Context: an optimization exercise on an open-source flow, tuned for small area and a short achievable clock period. The choices shown serve that exercise and are no tape-out recipe. Function was checked by simulation only, so behaviour that the tests miss may differ from the original.

==> flow/design.v <==
module mix_sum (
    input  wire [16:0] p0,
    input  wire [16:0] p1,
    output wire [7:0]  v
);
    wire [16:0] t0, t1;
    f16_trunc u_t0 (.p(p0), .t(t0));
    f16_trunc u_t1 (.p(p1), .t(t1));
    wire [17:0] s = t0 + t1;
    assign v = (|s[17:16]) ? 8'd255 : s[15:8];
endmodule
module f16_trunc (
    input  wire [16:0] p,
    output wire [16:0] t
);
    wire [5:0] keep;
    genvar i;
    generate
        for (i = 0; i < 6; i = i + 1) begin : g_keep
            assign keep[i] = ~|p[16:11+i];
        end
    endgenerate
    wire tiny = ~|p[16:2];
    assign t = {p[16:6], p[5:2] & keep[5:2], p[1:0] & keep[1:0] & {2{~tiny}}};
endmodule
module ycbcr2rgb (
    input  wire [7:0] y,
    input  wire [7:0] cb,
    input  wire [7:0] cr,
    output wire [7:0] r,
    output wire [7:0] g,
    output wire [7:0] b
);
    wire signed [18:0] ys = $signed({11'd0, y});
    wire signed [18:0] us = $signed({11'd0, cb});
    wire signed [18:0] vs = $signed({11'd0, cr});
    wire signed [18:0] r_acc = 19'sd298 * ys + 19'sd409 * vs - 19'sd56992;
    wire signed [18:0] g_acc = 19'sd298 * ys - 19'sd100 * us - 19'sd208 * vs + 19'sd34784;
    wire signed [18:0] b_acc = 19'sd298 * ys + 19'sd516 * us - 19'sd70688;
    assign r = r_acc[18] ? 8'd0 : (|r_acc[17:16]) ? 8'd255 : r_acc[15:8];
    assign g = g_acc[18] ? 8'd0 : (|g_acc[17:16]) ? 8'd255 : g_acc[15:8];
    assign b = b_acc[18] ? 8'd0 : (|b_acc[17:16]) ? 8'd255 : b_acc[15:8];
endmodule
module hdmi_mixer (
    input  wire        clk,
    input  wire        rst,
    input  wire [66:0] in_word,
    output wire        in_pop,
    input  wire        sel0,
    input  wire        sel1,
    input  wire [8:0]  gain0,
    input  wire [8:0]  gain1,
    output wire        out_hs,
    output wire        out_vs,
    output wire        out_de,
    output wire [7:0]  out_r,
    output wire [7:0]  out_g,
    output wire [7:0]  out_b
);
    localparam D_TA = 11;
    integer k;
    reg        uc;
    reg [15:0] u_pix0, u_pix1;            
    reg        u_hs, u_vs, u_de;
    assign in_pop = uc;
    always @(posedge clk) begin
        u_pix0 <= uc ? in_word[50:35] : in_word[18:3];
        u_pix1 <= uc ? in_word[66:51] : in_word[34:19];
        if (rst) begin
            uc   <= 1'b0;
            u_hs <= 1'b0;
            u_vs <= 1'b0;
            u_de <= 1'b0;
        end else begin
            uc <= ~uc;
            if (!uc) begin
                u_hs <= in_word[0];
                u_vs <= in_word[1];
                u_de <= in_word[2];
            end
        end
    end
    reg ta_hs [0:D_TA-1];
    reg ta_vs [0:D_TA-1];
    reg ta_de [0:D_TA-1];
    always @(posedge clk) begin
        if (rst) begin
            for (k = 0; k < D_TA; k = k + 1) begin
                ta_hs[k] <= 1'b0;
                ta_vs[k] <= 1'b0;
                ta_de[k] <= 1'b0;
            end
        end else begin
            ta_hs[0] <= u_hs;
            ta_vs[0] <= u_vs;
            ta_de[0] <= u_de;
            for (k = 1; k < D_TA; k = k + 1) begin
                ta_hs[k] <= ta_hs[k-1];
                ta_vs[k] <= ta_vs[k-1];
                ta_de[k] <= ta_de[k-1];
            end
        end
    end
    assign out_hs = ta_hs[D_TA-1];
    assign out_vs = ta_vs[D_TA-1];
    assign out_de = ta_de[D_TA-1];
    wire sop = u_de & ~ta_de[0];
    reg  sel_act0, sel_act1;
    wire s_eff0 = sop ? sel0 : sel_act0;
    wire s_eff1 = sop ? sel1 : sel_act1;
    always @(posedge clk) begin
        if (rst) begin
            sel_act0 <= 1'b0;
            sel_act1 <= 1'b0;
        end else begin
            sel_act0 <= s_eff0;
            sel_act1 <= s_eff1;
        end
    end
    reg [15:0] ch0 [1:6];
    reg [15:0] ch1 [1:6];
    reg [7:0]  cc0, cc1;                  
    always @(posedge clk) begin
        ch0[1] <= s_eff0 ? u_pix1 : u_pix0;
        ch1[1] <= s_eff1 ? u_pix1 : u_pix0;
        for (k = 2; k <= 6; k = k + 1) begin
            ch0[k] <= ch0[k-1];
            ch1[k] <= ch1[k-1];
        end
        cc0 <= ch0[6][15:8];
        cc1 <= ch1[6][15:8];
    end
    wire par = ~uc;
    wire [7:0] cb0 = par ? cc0 : ch0[6][15:8];
    wire [7:0] cr0 = par ? ch0[6][15:8] : ch0[5][15:8];
    wire [7:0] cb1 = par ? cc1 : ch1[6][15:8];
    wire [7:0] cr1 = par ? ch1[6][15:8] : ch1[5][15:8];
    wire [7:0] c0r, c0g, c0b, c1r, c1g, c1b;
    ycbcr2rgb u_csc0 (.y(ch0[6][7:0]), .cb(cb0), .cr(cr0), .r(c0r), .g(c0g), .b(c0b));
    ycbcr2rgb u_csc1 (.y(ch1[6][7:0]), .cb(cb1), .cr(cr1), .r(c1r), .g(c1g), .b(c1b));
    reg [7:0] q0r, q0g, q0b, q1r, q1g, q1b;
    always @(posedge clk) begin
        q0r <= c0r; q0g <= c0g; q0b <= c0b;
        q1r <= c1r; q1g <= c1g; q1b <= c1b;
    end
    reg  [8:0] gain_act0, gain_act1;
    wire       gl = ta_de[5] & ~ta_de[6];
    always @(posedge clk) begin
        if (rst) begin
            gain_act0 <= 9'd128;
            gain_act1 <= 9'd128;
        end else if (gl) begin
            gain_act0 <= gain0;
            gain_act1 <= gain1;
        end
    end
    reg [16:0] p0r, p0g, p0b, p1r, p1g, p1b;
    always @(posedge clk) begin
        p0r <= q0r * gain_act0;
        p0g <= q0g * gain_act0;
        p0b <= q0b * gain_act0;
        p1r <= q1r * gain_act1;
        p1g <= q1g * gain_act1;
        p1b <= q1b * gain_act1;
    end
    wire [7:0] m_r, m_g, m_b;
    mix_sum u_sum_r (.p0(p0r), .p1(p1r), .v(m_r));
    mix_sum u_sum_g (.p0(p0g), .p1(p1g), .v(m_g));
    mix_sum u_sum_b (.p0(p0b), .p1(p1b), .v(m_b));
    reg [23:0] o1, o2, o3;
    always @(posedge clk) begin
        o1 <= {m_r, m_g, m_b};
        o2 <= o1;
        o3 <= o2;
    end
    assign out_r = o3[23:16];
    assign out_g = o3[15:8];
    assign out_b = o3[7:0];
endmodule
==> flow/run.sh <==
#!/bin/bash
# synth_recipe.tcl (not shown) runs the flow's synth.tcl, then flattens the netlist and writes it again
# the make line also repeats each setting of config.mk as NAME=value (left out here)
make -C /OpenROAD-flow-scripts/flow DESIGN_CONFIG=/design/flow/config.mk WORK_HOME=/design/flow/orfs CLKGATE_MAP_FILE= SYNTH_SCRIPT=/design/flow/synth_recipe.tcl finish
==> flow/config.mk <==
export PLATFORM = sky130hd
export DESIGN_NAME = hdmi_mixer
export DESIGN_NICKNAME = hdmi_mixer
export VERILOG_FILES = /design/flow/design.v
export SDC_FILE = /design/flow/constraint.sdc
export NUM_CORES = 4
export LEC_CHECK = 0
export CAP_MARGIN = 20
export CORE_MARGIN = 2
export CORE_UTILIZATION = 40
export PLACE_DENSITY = 0.6
export SLEW_MARGIN = 20
==> flow/constraint.sdc <==
create_clock -name core_clock -period 11.0 [get_ports {clk}]
set_input_delay 2.2000 -clock core_clock [delete_from_list [all_inputs] [get_ports {clk}]]
set_output_delay 2.2000 -clock core_clock [all_outputs]
set_load 0.01 [all_outputs]
==> flow_metrics.tcl <==
set metrics [dict create \
    final_common_cell "ha_1" \
    pre_cts_ws_ns 4.05 \
    crit_family "adder cells" \
    setup_ws_ns 3.96 \
    synth_edf_count 0 \
    placed_area_sq_um 42000 \
    gp_congestion 0.860 \
    drive_gt1_share_pct 5.48 \
    clkSlewWorstSetupHoldPaths_ns 0.07 \
    core_area_sq_um 98000 \
    most-common-layout-cells "ha_1, inv_1, dfxtp_1" \
    critPathArrivalTime_ns 7.61 \
    syn_area_sq_um 39400 \
    portBuffers 116 \
    dp_hpwl_mm 67.6 \
    root_buffer "clkbuf_16" \
    layout.nets 5244 \
    overflow 0 \
    status "timing/DRC/antenna clean" \
    synth-async-reset-ratio_pct 0 \
    cp_num_buf_inv 2 \
    whs_path_depth 0 \
    numClockSinks 519 \
    syn_avg_cell_area_sq_um 9.79 \
    post_cts_buffers 0 \
    syn-num-nets 5131 \
    rsz0062_at_grt "no" \
    io_pins 117 \
    die_w_um 318 \
    hold_path.class "register to register" \
    area_growth_pct 11.3 \
    htree_levels 2 \
    min_from "ch0[3][14]$_DFF_P_" \
    ant_nets 0 \
    ys_dominant_reg_cell "dfxtp_1" \
    path_common_cell "ha_1" \
    synth_cell_types 81 \
    grt_pass1_wl_mm 139 \
    synth_top_cell_area_share_pct 26.4 \
    slew_viol_final 0 \
    synth_largest_area_cell "dfxtp_1" \
    min_period_ns 7.04 \
    n_antenna_cell 0 \
    critPathKind "register to register" \
    yosysWarnings 11 \
    reg2reg_from "uc$_SDFF_PP0_" \
    cts_resized 0 \
    row_count 115 \
    grt_max_degree 58 \
    ff2ff_setup_slack_ns 3.96 \
    cts-hold-fix-buffers 0 \
    cp.required_ns 11.57 \
    cp_max_fo 53 \
    grt_antenna_before_repair 0 \
    clockBufferDepth 3 \
    max_stage_delay_ns 0.61 \
    route.detailed.wl_per_inst_um 15.3 \
    relSlewSlack_pct 31.4 \
    fmax_mhz 142 \
    hold_end "ch0[4][14]$_DFF_P_" \
    maxCapViolCount 0 \
    grt_pass1_vias 27200 \
    endpoint_kind "register" \
    tightest_slew_ns 1.03 \
    grtUsageTotal_pct 16.8 \
    finalClockSkew_ns 0.0153 \
    finalHoldViolCount 0 \
    hold_ws_ns 0.320 \
    reg2regPathDepth 23 \
    tritoncts "built" \
    fin_util_pct 44.8 \
    r2r_end "q0r[4]$_SDFF_PN0_" \
    die_area_sq_um 101000 \
    numCtsBuffers 53 \
    synth_seq_cells 519 \
    first_pass_iters 5 \
    start_util_pct 40.2 \
    clkLatencyLatePin_ns 0.62 \
    final_cell_area_sq_um 43900 \
    netlist_instances 4026 \
    viasPerCell 4.87 \
    routed-via-count 26700 \
    ys_seq_area_share_pct 26.4 \
    setup_tns_ns 0 \
    finalCritPeriodShare_pct 64.0 \
    critPathSlowestCell "buf_4" \
    start_kind "register" \
    drc 0 \
    finalSetupViolations 0 \
    cp_cell_sequence "buf_4 > mux2i_1 > inv_1 > ha_1 > fa_1 > fa_1 > fa_1 > ha_1 > a21oi_1 > o21bai_1 > a21oi_1 > o21bai_1 > a21oi_1 > nor3_1 > a311o_1 > ha_1 > ha_1 > o21a_1 > nor2_1 > a31oi_1 > mux2i_2 > nor2_1 > nor2_1" \
    die_y_um 318 \
    dr.first_iter.drc_count 1064 \
    synth_area_leaders "dfxtp_1, ha_1, fa_1, inv_1, and2_1" \
    wl_mm 83.7 \
]
==> metrics by stage <==
stage / cells
final: 5468
after global routing: 5468
after CTS: 5468
after detailed placement: 5371
after global placement: 5371
after floorplan: 4026
==> worst max-delay path by stage <==
stage	start	endpoint	slack (ns)	cells past startpoint
floorplan	uc$_SDFF_PP0_	q1g[0]$_SDFF_PN0_	4.30	26
global placement	uc$_SDFF_PP0_	q0g[6]$_SDFF_PN0_	4.06	24
detailed placement	uc$_SDFF_PP0_	q0r[4]$_SDFF_PN0_	4.05	23
CTS	uc$_SDFF_PP0_	q0r[0]$_SDFF_PN0_	4.02	23
global route	uc$_SDFF_PP0_	q0g[4]$_SDFF_PN0_	3.44	25
finish	uc$_SDFF_PP0_	q0r[4]$_SDFF_PN0_	3.96	23
==> kinds of logic (layout without fill, tap and decap cells) <==
group / count (synthesis) / count (layout) / synth area share, %
xor gates and xnor gates: 197 / 197 / 4.38
DFF: 519 / 519 / 26.4
and+or+nand+nor: 1011 / 1011 / 12.9
adders and majority gates: 1016 / 1016 / 38.5
AOI/OAI and AO/OA: 504 / 504 / 8.43
buffers and inverters: 675 / 830 / 6.43
muxes: 104 / 104 / 2.91
==> flip-flops by register name, indices dropped and copies added (netlist names), 9 cells and up <==
register / cells
u_pix1: 16
p1g: 17
p1b: 17
ta_vs: 11
ch0: 96
p0r: 17
p0g: 17
ch1: 96
o3: 24
p0b: 17
o2: 24
u_pix0: 16
gain_act0: 9
p1r: 17
o1: 24
ta_hs: 11
gain_act1: 9
ta_de: 11
==> cell type report <==
class / count / area (sq um)
clock buffers: 65 / 1430
clock inverters: 32 / 383
fillers: 9304 / 54100
inverters: 597 / 2240
multi-input cells: 2832 / 26500
flip-flops and latches: 519 / 10400
well taps: 1287 / 1610
repair buffers: 136 / 1310
==> cells in the mapped netlist, types with 22 or more instances <==
library cell,number
mux2i_1,25
a21oi_1,161
nor2b_1,72
a211oi_1,22
clkbuf_1,63
dfxtp_1,519
xnor2_1,129
ha_1,686
a21o_1,53
and2_1,240
xor2_1,68
mux2_2,77
o21bai_1,28
fa_1,330
inv_1,597
nor2_1,155
o21ai_0,81
nand2_1,331
nand3_1,41
o21a_1,26
nor3_1,36
==> metal layers <==
metal  wire [um]  global-route usage, %
met5           0                      0
met4        1450                   3.48
met3        3370                   2.36
met2       38000                   28.5
met1       40800                   22.9

-- separate check: timing with driven ports --
How much do the figures lean on ideal ports? The routed layout below was timed once more, with nothing changed but the port constraints. Step 1 assumes that a clkbuf_16 drives the clock port and a buf_2 every other input. Step 2, shift: input delay + t, output delay - t, t = (earliest + latest rising clock arrival at the registers) / 2. This alone moves slack from input paths to output paths. Slacks: ideal / step 1 / step 2; pairs: ideal / step 1.
shift t [ns]: 0.684
setup WS [ns]: 3.960 / 3.960 / 3.960
worst setup path after step 2: register to register
clock arrival spread, ns: 0.023 / 0.023
worst data-port slew with drivers (ns): 0.06
After both steps this run still meets setup and hold. The setup slack of this run moves by 0.000 ns with the drivers and by 0.000 ns with both steps.
